This design comes from an exercise in tuning for small area, a short achievable clock period and few clock cycles per item on the open sky130 flow, not from production work.
Only simulation tests tie the RTL to the original design; equivalence was not proved.
Power figures rest on the tool's default switching activity, not on a simulated workload.

## run A
==> module rng90_framer, before the edit <==
module rng90_framer (
    input  wire        clk,
    input  wire        rst,
    input  wire        cmd_valid,
    output wire        cmd_ready,
    input  wire [7:0]  cmd_opcode,
    input  wire [7:0]  cmd_param1,
    input  wire [15:0] cmd_param2,
    input  wire [7:0]  cmd_len,
    input  wire        din_valid,
    output wire        din_ready,
    input  wire [7:0]  din_data,
    output wire        tx_valid,
    input  wire        tx_ready,
    output wire [7:0]  tx_data,
    output wire        tx_last
);
    localparam integer P_SEL  = 0,
                       P_CNT  = 1,
                       P_OP   = 2,
                       P_P1   = 3,
                       P_P2L  = 4,
                       P_P2H  = 5,
                       P_DATA = 6,
                       P_CRCL = 7,
                       P_CRCH = 8;
    reg [8:0]  ps;
    reg [7:0]  left;         
    reg        cmd_rdy, din_rdy;
    reg [15:0] crc;          
    reg        tx_v, tx_l;
    reg [7:0]  tx_d;
    reg        sk_v, sk_cov;  
    reg [7:0]  sk_d;
    assign cmd_ready = cmd_rdy;
    assign din_ready = din_rdy;
    assign tx_valid  = tx_v;
    assign tx_data   = tx_d;
    assign tx_last   = tx_l;
    wire pop = tx_v && tx_ready;
    wire [7:0] cnt_b  = left + 8'd7;
    wire       push_r = (ps[P_SEL] && cmd_valid) || ps[P_CNT] ||
                        ((ps[P_OP] || ps[P_P1] || ps[P_P2L]) && cmd_valid) ||
                        (cmd_valid && cmd_rdy) || (din_valid && din_rdy) ||
                        ps[P_CRCL] || ps[P_CRCH];
    wire       push   = push_r && !sk_v;
    wire [7:0] pd     = ({8{ps[P_SEL]}}  & 8'h03) |
                        ({8{ps[P_CNT]}}  & cnt_b) |
                        ({8{ps[P_OP]}}   & cmd_opcode) |
                        ({8{ps[P_P1]}}   & cmd_param1) |
                        ({8{ps[P_P2L]}}  & cmd_param2[7:0]) |
                        ({8{ps[P_P2H]}}  & cmd_param2[15:8]) |
                        ({8{ps[P_DATA]}} & din_data) |
                        ({8{ps[P_CRCL]}} & crc[7:0]) |
                        ({8{ps[P_CRCH]}} & crc[15:8]);
    wire       p_cov  = |ps[P_DATA:P_CNT];
    wire       p_last = ps[P_CRCH];
    wire       l_zero = (left == 8'd0);
    wire       l_one  = (left == 8'd1);
    wire [8:0] ps_adv = {ps[P_CRCL],
                         (ps[P_P2H] && l_zero) || (ps[P_DATA] && l_one),
                         (ps[P_P2H] && !l_zero) || (ps[P_DATA] && !l_one),
                         ps[P_P2L], ps[P_P1], ps[P_OP], ps[P_CNT], ps[P_SEL],
                         ps[P_CRCH]};
    wire [8:0] ps_n   = push ? ps_adv : ps;
    wire head_free = !tx_v || pop;
    wire       tx_load  = head_free && (sk_v || push);
    wire [7:0] tx_src   = sk_v ? sk_d : pd;
    wire       src_last = sk_v ? ps[P_SEL] : p_last;
    wire       src_cov  = sk_v ? sk_cov : p_cov;
    wire [15:0] crc_next;
    rng90_crc_step u_crc (
        .crc_in (crc),
        .data   (tx_src),
        .crc_out(crc_next)
    );
    wire sk_v_n    = head_free ? (sk_v && push) : (sk_v || push);
    always @(posedge clk) begin
        if (head_free) begin
            tx_d <= tx_src;
            tx_l <= src_last;
        end
        if (push && !(head_free && !sk_v)) begin
            sk_d   <= pd;
            sk_cov <= p_cov;
        end
        if (push && ps[P_SEL])
            left <= cmd_len;
        else if (push && ps[P_DATA])
            left <= left - 8'd1;
    end
    always @(posedge clk) begin
        if (rst) begin
            ps      <= 9'd1;
            cmd_rdy <= 1'b0;
            din_rdy <= 1'b0;
            crc     <= 16'h0000;
            tx_v    <= 1'b0;
            sk_v    <= 1'b0;
        end else begin
            ps      <= ps_n;
            cmd_rdy <= ps_n[P_P2H] && !sk_v_n;
            din_rdy <= ps_n[P_DATA] && !sk_v_n;
            if (tx_load && src_last)
                crc <= 16'h0000;
            else if (tx_load && src_cov)
                crc <= crc_next;
            if (head_free)
                tx_v <= sk_v || push;
            sk_v    <= sk_v_n;
        end
    end
endmodule
clock: 5.5 ns
lec_check: 0
abc_clock_period_in_ps: 2000
cap_margin: 20
core_margin: 2
core_utilization: 55
place_density: 0.72
setup_slack_margin: 3.3
slew_margin: 20
standard.sh (not shown) runs the stock make flow with config.mk's settings and CLKGATE_MAP_FILE= SYNTH_SCRIPT=/design/flow/synth_recipe.tcl, a recipe that flattens the netlist after the stock synthesis.
==> flow/flow/run.sh <==
#!/bin/bash
# The standard layout, with plain buffers on the ports (instead of the delay
# cells buffer_ports picks by default), resizing not tied to footprints, and
# a flatter clock tree (larger sink clusters, no dummy loads).
set -euo pipefail
bash standard.sh \
  "BUFFER_PORTS_ARGS=-buffer_cell sky130_fd_sc_hd__buf_2" \
  MATCH_CELL_FOOTPRINT=0 \
  "CTS_ARGS=-sink_clustering_enable -repair_clock_nets -sink_clustering_size 24 -sink_clustering_max_diameter 80 -dont_use_dummy_load" \
  finish > flow_make.log 2>&1
Testbench counts of run A, summed over its fixed seeds: cycles 38,863, items 2,080.
Here is what was changed in the inputs of run B compared with run A.
-- flow/design.v --
<<< run A, line 44
                       P_CRCH = 8;
    reg [8:0]  ps;
    reg [7:0]  left;         
    reg        cmd_rdy, din_rdy;
    reg [15:0] crc;          
    reg        tx_v, tx_l;
    reg [7:0]  tx_d;
    reg        sk_v, sk_cov;  
>>> run B, line 44
                       P_CRCH = 8;
    reg [8:0]  ps;
    reg [7:0]  f_op, f_p1;   
    reg [15:0] f_p2;
    reg [7:0]  left;         
    reg        cmd_rdy, din_rdy;
    reg [15:0] crc;          
    reg        tx_v, tx_l, tx_cov;
    reg [7:0]  tx_d;
    reg        sk_v, sk_cov;  
<<< run A, line 57
    assign tx_last   = tx_l;
    wire pop = tx_v && tx_ready;
    wire [7:0] cnt_b  = left + 8'd7;
    wire       push_r = (ps[P_SEL] && cmd_valid) || ps[P_CNT] ||
                        ((ps[P_OP] || ps[P_P1] || ps[P_P2L]) && cmd_valid) ||
                        (cmd_valid && cmd_rdy) || (din_valid && din_rdy) ||
                        ps[P_CRCL] || ps[P_CRCH];
    wire       push   = push_r && !sk_v;
    wire [7:0] pd     = ({8{ps[P_SEL]}}  & 8'h03) |
                        ({8{ps[P_CNT]}}  & cnt_b) |
                        ({8{ps[P_OP]}}   & cmd_opcode) |
                        ({8{ps[P_P1]}}   & cmd_param1) |
                        ({8{ps[P_P2L]}}  & cmd_param2[7:0]) |
                        ({8{ps[P_P2H]}}  & cmd_param2[15:8]) |
                        ({8{ps[P_DATA]}} & din_data) |
                        ({8{ps[P_CRCL]}} & crc[7:0]) |
                        ({8{ps[P_CRCH]}} & crc[15:8]);
    wire       p_cov  = |ps[P_DATA:P_CNT];
>>> run B, line 59
    assign tx_last   = tx_l;
    wire pop = tx_v && tx_ready;
    wire [15:0] crc_full;    
    rng90_crc_step u_crc (
        .crc_in (crc),
        .data   (tx_d),
        .crc_out(crc_full)
    );
    wire [15:0] crc_now = (tx_v && tx_cov) ? crc_full : crc;
    wire [7:0] cnt_b  = left + 8'd7;
    wire       cmd_fire = cmd_valid && cmd_rdy;
    wire       push_r = cmd_fire || (din_valid && din_rdy) ||
                        ps[P_CNT] || ps[P_OP] || ps[P_P1] || ps[P_P2L] || ps[P_P2H] ||
                        ps[P_CRCL] || ps[P_CRCH];
    wire       push   = push_r && !sk_v;
    wire [7:0] pd     = ({8{ps[P_SEL]}}  & 8'h03) |
                        ({8{ps[P_CNT]}}  & cnt_b) |
                        ({8{ps[P_OP]}}   & f_op) |
                        ({8{ps[P_P1]}}   & f_p1) |
                        ({8{ps[P_P2L]}}  & f_p2[7:0]) |
                        ({8{ps[P_P2H]}}  & f_p2[15:8]) |
                        ({8{ps[P_DATA]}} & din_data) |
                        ({8{ps[P_CRCL]}} & crc_now[7:0]) |
                        ({8{ps[P_CRCH]}} & crc[15:8]);
    wire       p_cov  = |ps[P_DATA:P_CNT];
<<< run A, line 83
    wire [8:0] ps_n   = push ? ps_adv : ps;
    wire head_free = !tx_v || pop;
    wire       tx_load  = head_free && (sk_v || push);
    wire [7:0] tx_src   = sk_v ? sk_d : pd;
    wire       src_last = sk_v ? ps[P_SEL] : p_last;
    wire       src_cov  = sk_v ? sk_cov : p_cov;
    wire [15:0] crc_next;
    rng90_crc_step u_crc (
        .crc_in (crc),
        .data   (tx_src),
        .crc_out(crc_next)
    );
    wire sk_v_n    = head_free ? (sk_v && push) : (sk_v || push);
    always @(posedge clk) begin
        if (head_free) begin
            tx_d <= tx_src;
            tx_l <= src_last;
        end
        if (push && !(head_free && !sk_v)) begin
            sk_d   <= pd;
            sk_cov <= p_cov;
        end
        if (push && ps[P_SEL])
>>> run B, line 92
    wire [8:0] ps_n   = push ? ps_adv : ps;
    wire head_free = !tx_v || pop;
    wire sk_v_n    = head_free ? (sk_v && push) : (sk_v || push);
    always @(posedge clk) begin
        if (head_free) begin
            tx_d <= sk_v ? sk_d : pd;
            tx_l   <= sk_v ? ps[P_SEL] : p_last;
            tx_cov <= sk_v ? sk_cov : p_cov;
        end
        if (push && !(head_free && !sk_v)) begin
            sk_d   <= pd;
            sk_cov <= p_cov;
        end
        if (cmd_fire) begin
            f_op <= cmd_opcode;
            f_p1 <= cmd_param1;
            f_p2 <= cmd_param2;
        end
        if (push && ps[P_SEL])
<<< run A, line 118
        end else begin
            ps      <= ps_n;
            cmd_rdy <= ps_n[P_P2H] && !sk_v_n;
            din_rdy <= ps_n[P_DATA] && !sk_v_n;
            if (tx_load && src_last)
                crc <= 16'h0000;
            else if (tx_load && src_cov)
                crc <= crc_next;
            if (head_free)
                tx_v <= sk_v || push;
>>> run B, line 123
        end else begin
            ps      <= ps_n;
            cmd_rdy <= ps_n[P_SEL] && !sk_v_n;
            din_rdy <= ps_n[P_DATA] && !sk_v_n;
            if (pop)
                crc <= tx_l ? 16'h0000 : crc_now;
            if (head_free)
                tx_v <= sk_v || push;
[summary]
Every run in the comparison, run B and run A, completed the flow with a clean layout.
Going from run A to run B, ratio of cells with drive above 1 in the final layout shows a reduction of 4.2 points, area overhead of the layout relative to synthesis shows a reduction of 2.8 points, power density relative to cell area shows an increase of 8.5%, final period utilization shows a reduction of 12 points, clock-cell share of area shows no meaningful change.
Looking at clock skew across run B and run A, the one that comes out higher is run A.
Run B reports a lower critical path depth than run A does.
Testbench counts of run B, summed over its fixed seeds: cycles 38,871, items 2,080.

static timing again, ports no longer ideal:
How much do the figures lean on ideal ports? The routed layouts below were timed once more, with nothing changed but the port constraints. Step 1 (the two cells are an assumption about what drives the block):
set clk [get_ports {clk}]
set_driving_cell -lib_cell sky130_fd_sc_hd__clkbuf_16 $clk
set_driving_cell -lib_cell sky130_fd_sc_hd__buf_2 [delete_from_list [all_inputs] $clk]
Step 2 also shifts input and output timing later by t, the mid clock arrival at the registers, as if the neighbouring blocks saw the same clock. Three values: ideal ports, drivers, drivers and shift; two values: the first two.
run | t, ns | setup slack, ns | hold slack, ns | worst setup path at the end | slew at the worst register clock pin (ns)
run A | 0.591 | 2.467 / 2.483 / 1.892 | 0.456 / 0.456 / 0.456 | input to register | 0.09 / 0.09
run B | 0.613 | 3.131 / 3.073 / 2.823 | 0.438 / 0.438 / 0.438 | input to register | 0.10 / 0.10
After both steps every run listed still meets setup and hold. For run A, which loses most, drivers alone change the setup slack by +0.016 ns; drivers and shift together by -0.575 ns.
